From an optimization exercise on the open Yosys and OpenROAD flow, aimed at small area; shortcuts taken in it are not production practice. The RTL was checked by simulation tests, not by an equivalence proof against the original design.

==> flow/design.v <==
module fxd #(
    parameter W  = 32,
    parameter K  = 6,
    parameter EW = 8
) (
    input  wire            clk,
    input  wire            rst,
    input  wire            cmd_valid,
    input  wire [W+6:0]    cmd_word,
    output wire            cmd_ready,
    output wire            busy,
    output wire            done,
    output wire [1:0]      result,
    output wire [7:0]      ocount,
    output wire [EW-1:0]   errcode,
    output wire [16+EW-1:0] status,
    output wire            out_valid,
    output wire [7:0]      out_byte,
    output wire [1:0]      out_seg,
    output wire            out_seg_last,
    output wire            out_end,
    input  wire            snk_ready,
    input  wire            snk_err,
    input  wire [EW-1:0]   snk_code
);
    localparam [2:0] IDLE = 3'd0, RESOLVE = 3'd1, INTDIG = 3'd2, FRACDIG = 3'd3,
                     EMIT_SIGN = 3'd4, EMIT_INT = 3'd5, EMIT_POINT = 3'd6,
                     EMIT_FRAC = 3'd7;
    reg [2:0]    phase;
    reg [31:0]   w;
    reg [5:0]    fb;
    reg          pol;
    reg [39:0]   stk;
    reg [2:0]    k;
    reg [4:0]    ocnt;      
    reg [1:0]    res;
    reg [EW-1:0] ecode;
    reg          done_q;
    wire [31:0] c_raw = cmd_word[31:0];
    wire [5:0]  c_f   = cmd_word[37:32];
    wire        c_neg = cmd_word[38] & c_raw[31];
    wire        c_legal = ~(c_f[5] & (|c_f[4:0]));
    reg  [31:0] c_mag;
    reg         c_any;
    integer n;
    always @(*) begin
        c_any = 1'b0;
        for (n = 0; n < 32; n = n + 1) begin
            c_mag[n] = c_raw[n] ^ (c_neg & c_any);
            c_any = c_any | c_raw[n];
        end
    end
    wire [4:0]  c_rot = c_f[4:0];
    reg  [31:0] c_w;
    always @(*) begin
        c_w = c_mag;
        if (c_rot[4]) c_w = {c_w[15:0], c_w[31:16]};
        if (c_rot[3]) c_w = {c_w[7:0], c_w[31:8]};
        if (c_rot[2]) c_w = {c_w[3:0], c_w[31:4]};
        if (c_rot[1]) c_w = {c_w[1:0], c_w[31:2]};
        if (c_rot[0]) c_w = {c_w[0], c_w[31:1]};
    end
    reg [31:0] lmask;
    integer m;
    always @(*) lmask = 32'hFFFFFFFF >> fb;
    wire [31:0] iv = w & lmask;
    reg [31:0] iq;
    reg [3:0]  ir;
    reg        dq;
    integer j;
    always @(*) begin
        ir = 4'd0;
        for (j = 31; j >= 0; j = j - 1) begin
            dq = ir[3] | (ir[2] & (ir[1] | ir[0]));
            iq[j] = dq;
            ir = {(ir[2] & ~ir[1] & ~ir[0]) | (ir[3] & ir[0]),
                  (ir[1] & (~ir[2] | ir[0])) | (ir[3] & ~ir[0]),
                  ir[0] ^ dq, iv[j]};
        end
    end
    wire        pre = (fb > 6'd28);
    wire [31:0] pmask = {25'd0, pre & (fb == 6'd29), pre & (fb < 6'd31), pre & (fb < 6'd32), {4{pre}}};
    reg [31:0] fp;
    reg [32:0] fc;       
    reg [31:0] fpp;      
    reg        ca;       
    reg        ta, tb;
    integer b;
    wire [31:0] wa = w & ~pmask;
    always @(*) begin
        fc = 33'd0;
        fpp = 32'd0;
        fp[0] = 1'b0;
        for (b = 1; b < 32; b = b + 1) begin
            ta = (b >= 3) ? w[b-3] : 1'b0;
            tb = w[b-1];
            fpp[b] = ta ^ tb;
            fp[b] = ta ^ tb ^ fc[b];
            fc[b+1] = (ta & tb) | (fc[b] & (ta ^ tb));
        end
        ca = 1'b0;
        for (b = 3; b < 10; b = b + 1)
            ca = (wa[b-3] & wa[b-1]) | (ca & (wa[b-3] ^ wa[b-1]));
    end
    wire        pg   = &fpp[31:10];
    wire        c32a = fc[32] & ~(pg & fc[10] & ~ca);
    wire [3:0]  fdig = {1'b0, w[31:29]} + {3'b000, w[31]} + {3'b000, c32a};
    wire [2:0] kn = k + 3'd1;
    reg fz;
    always @(*) begin
        case (kn)
            3'd1: fz = ~|w[30:0];
            3'd2: fz = ~|w[29:0];
            3'd3: fz = ~|w[28:0];
            3'd4: fz = ~|w[27:0];
            3'd5: fz = ~|w[26:0];
            default: fz = 1'b1;
        endcase
    end
    wire idle = (phase == IDLE);
    assign cmd_ready = idle;
    assign busy      = ~idle;
    assign done      = done_q;
    assign result    = res;
    assign ocount    = {3'b000, ocnt};
    assign errcode   = ecode;
    assign status    = {ecode, 3'b000, ocnt, 4'b0000, res, done_q, ~idle};
    assign out_valid = phase[2];
    assign out_seg   = phase[1:0];
    wire int_last    = (stk[7:4] == 4'hF);
    wire frac_last   = (k == 3'd1);
    assign out_seg_last = (phase == EMIT_INT) ? int_last :
                          (phase == EMIT_FRAC) ? frac_last : 1'b1;
    assign out_end   = (phase == EMIT_FRAC) & frac_last;
    wire [3:0] dig   = stk[3:0];
    assign out_byte  = (phase[0]) ? {4'h3, dig} : {4'h2, 2'b11, phase[1], ~phase[1]};
    always @(posedge clk) begin
        if (rst) begin
            phase  <= IDLE;
            ocnt   <= 5'd0;
            res    <= 2'd0;
            ecode  <= {EW{1'b0}};
            done_q <= 1'b0;
        end else begin
            done_q <= 1'b0;
            case (phase)
                IDLE: begin
                    w   <= c_w;
                    fb  <= c_f;
                    pol <= c_neg;
                    stk[3:0] <= 4'hF;
                    k   <= 3'd0;
                    if (cmd_valid) begin
                        ocnt  <= 5'd0;
                        ecode <= {EW{1'b0}};
                        if (c_legal) begin
                            res   <= 2'd0;
                            phase <= RESOLVE;
                        end else begin
                            res    <= 2'd2;
                            done_q <= 1'b1;
                        end
                    end
                end
                RESOLVE: phase <= INTDIG;
                INTDIG: begin
                    w   <= (w & ~lmask) | iq;
                    stk <= {stk[35:0], ir};
                    if (iq == 32'd0) phase <= FRACDIG;
                end
                FRACDIG: begin
                    k <= kn;
                    if (fz) phase <= pol ? EMIT_SIGN : EMIT_INT;
                end
                default: begin
                    if (snk_err) begin
                        res    <= 2'd3;
                        ecode  <= snk_code;
                        done_q <= 1'b1;
                        phase  <= IDLE;
                    end else if (snk_ready) begin
                        ocnt <= ocnt + 5'd1;
                        case (phase)
                            EMIT_SIGN: phase <= EMIT_INT;
                            EMIT_INT: begin
                                stk <= {4'hF, stk[39:4]};
                                if (int_last) phase <= EMIT_POINT;
                            end
                            EMIT_POINT: begin
                                stk[3:0] <= fdig;
                                w <= fp[31:0];
                                phase <= EMIT_FRAC;
                            end
                            default: begin
                                stk[3:0] <= fdig;
                                w <= fp[31:0];
                                k <= k - 3'd1;
                                if (frac_last) begin
                                    res    <= 2'd1;
                                    done_q <= 1'b1;
                                    phase  <= IDLE;
                                end
                            end
                        endcase
                    end
                end
            endcase
        end
    end
endmodule
Settings: LEC_CHECK=0, ABC_AREA=1, CAP_MARGIN=20, CORE_MARGIN=2, CORE_UTILIZATION=40, SLEW_MARGIN=20; clock period 17.0 ns.
standard.sh (not shown) runs the stock make flow with config.mk's settings and CLKGATE_MAP_FILE= SYNTH_SCRIPT=/design/flow/synth_recipe.tcl, a recipe that flattens the netlist after the stock synthesis.
==> flow/flow/run.sh <==
#!/bin/bash
set -euo pipefail
here=$(pwd)
rm -rf "$here/scripts_alt"
cp -r "$FLOW_HOME/scripts" "$here/scripts_alt"
cp "$here/flow/abc_area.script" "$here/scripts_alt/abc_area.script"
export SCRIPTS_DIR="$here/scripts_alt"
export BUFFER_PORTS_ARGS="-buffer_cell sky130_fd_sc_hd__buf_1"
export CTS_ARGS="-sink_clustering_enable -repair_clock_nets -dont_use_dummy_load -sink_clustering_size 50 -sink_clustering_max_diameter 300"
bash standard.sh finish > "$here/standard.log" 2>&1
==> flow/flow/abc_area.script <==
strash
&get -n
&deepsyn -T 60
&put
balance
rewrite
refactor
balance
rewrite
rewrite -z
balance
refactor -z
rewrite -z
balance
dch -f
amap
topo
Next try:
--- a/flow/design.v
+++ b/flow/design.v
@@ -132,7 +132,7 @@
     assign out_seg_last = (phase == EMIT_INT) ? int_last :
                           (phase == EMIT_FRAC) ? frac_last : 1'b1;
     assign out_end   = (phase == EMIT_FRAC) & frac_last;
-    wire [3:0] dig   = stk[3:0];
+    wire [3:0] dig   = phase[1] ? fdig : stk[3:0];
     assign out_byte  = (phase[0]) ? {4'h3, dig} : {4'h2, 2'b11, phase[1], ~phase[1]};
     always @(posedge clk) begin
         if (rst) begin
@@ -186,13 +186,8 @@
                                 stk <= {4'hF, stk[39:4]};
                                 if (int_last) phase <= EMIT_POINT;
                             end
-                            EMIT_POINT: begin
-                                stk[3:0] <= fdig;
-                                w <= fp[31:0];
-                                phase <= EMIT_FRAC;
-                            end
+                            EMIT_POINT: phase <= EMIT_FRAC;
                             default: begin
-                                stk[3:0] <= fdig;
                                 w <= fp[31:0];
                                 k <= k - 3'd1;
                                 if (frac_last) begin
After rerunning:
- The new run finished with timing, DRC and antenna clean
- worst setup slack is worse by 1200 ps
- cell count decreases by 0.81%
- cell area grows by 2.9%
- utilization rises by 1.3 points
- critical path depth falls by 48
- global-route usage came out lower by 1.5 points
- non-clock buffer count rose by 18
- wire length decreases by 4.9%
- die area hardly moves
- flip-flop and latch count stays the same

==> static timing again, ports no longer ideal <==
Ports are ideal in the flow. The routed layouts listed here were re-timed in OpenROAD. Step 1: set_driving_cell puts a clkbuf_16 on clk and a buf_2 on each other input, an assumption about the parent block. Step 2 also shifts input and output timing later by t, the mid clock arrival at the registers, as if the neighbouring blocks saw the same clock. Slacks: no drivers / after step 1 / after step 2; pairs: no drivers / after step 1.
run	t, ns	slack for setup (ns)	hold slack, ns	slew at the worst register clock pin (ns)	pins driven straight from the clock port
the first run	0.392	1.723 / 1.723 / 1.723	0.494 / 0.494 / 0.494	0.08 / 0.08	1
the second run	0.393	0.493 / 0.447 / 0.841	0.481 / 0.481 / 0.481	0.08 / 0.08	1
After both steps setup and hold are still met in every run listed.
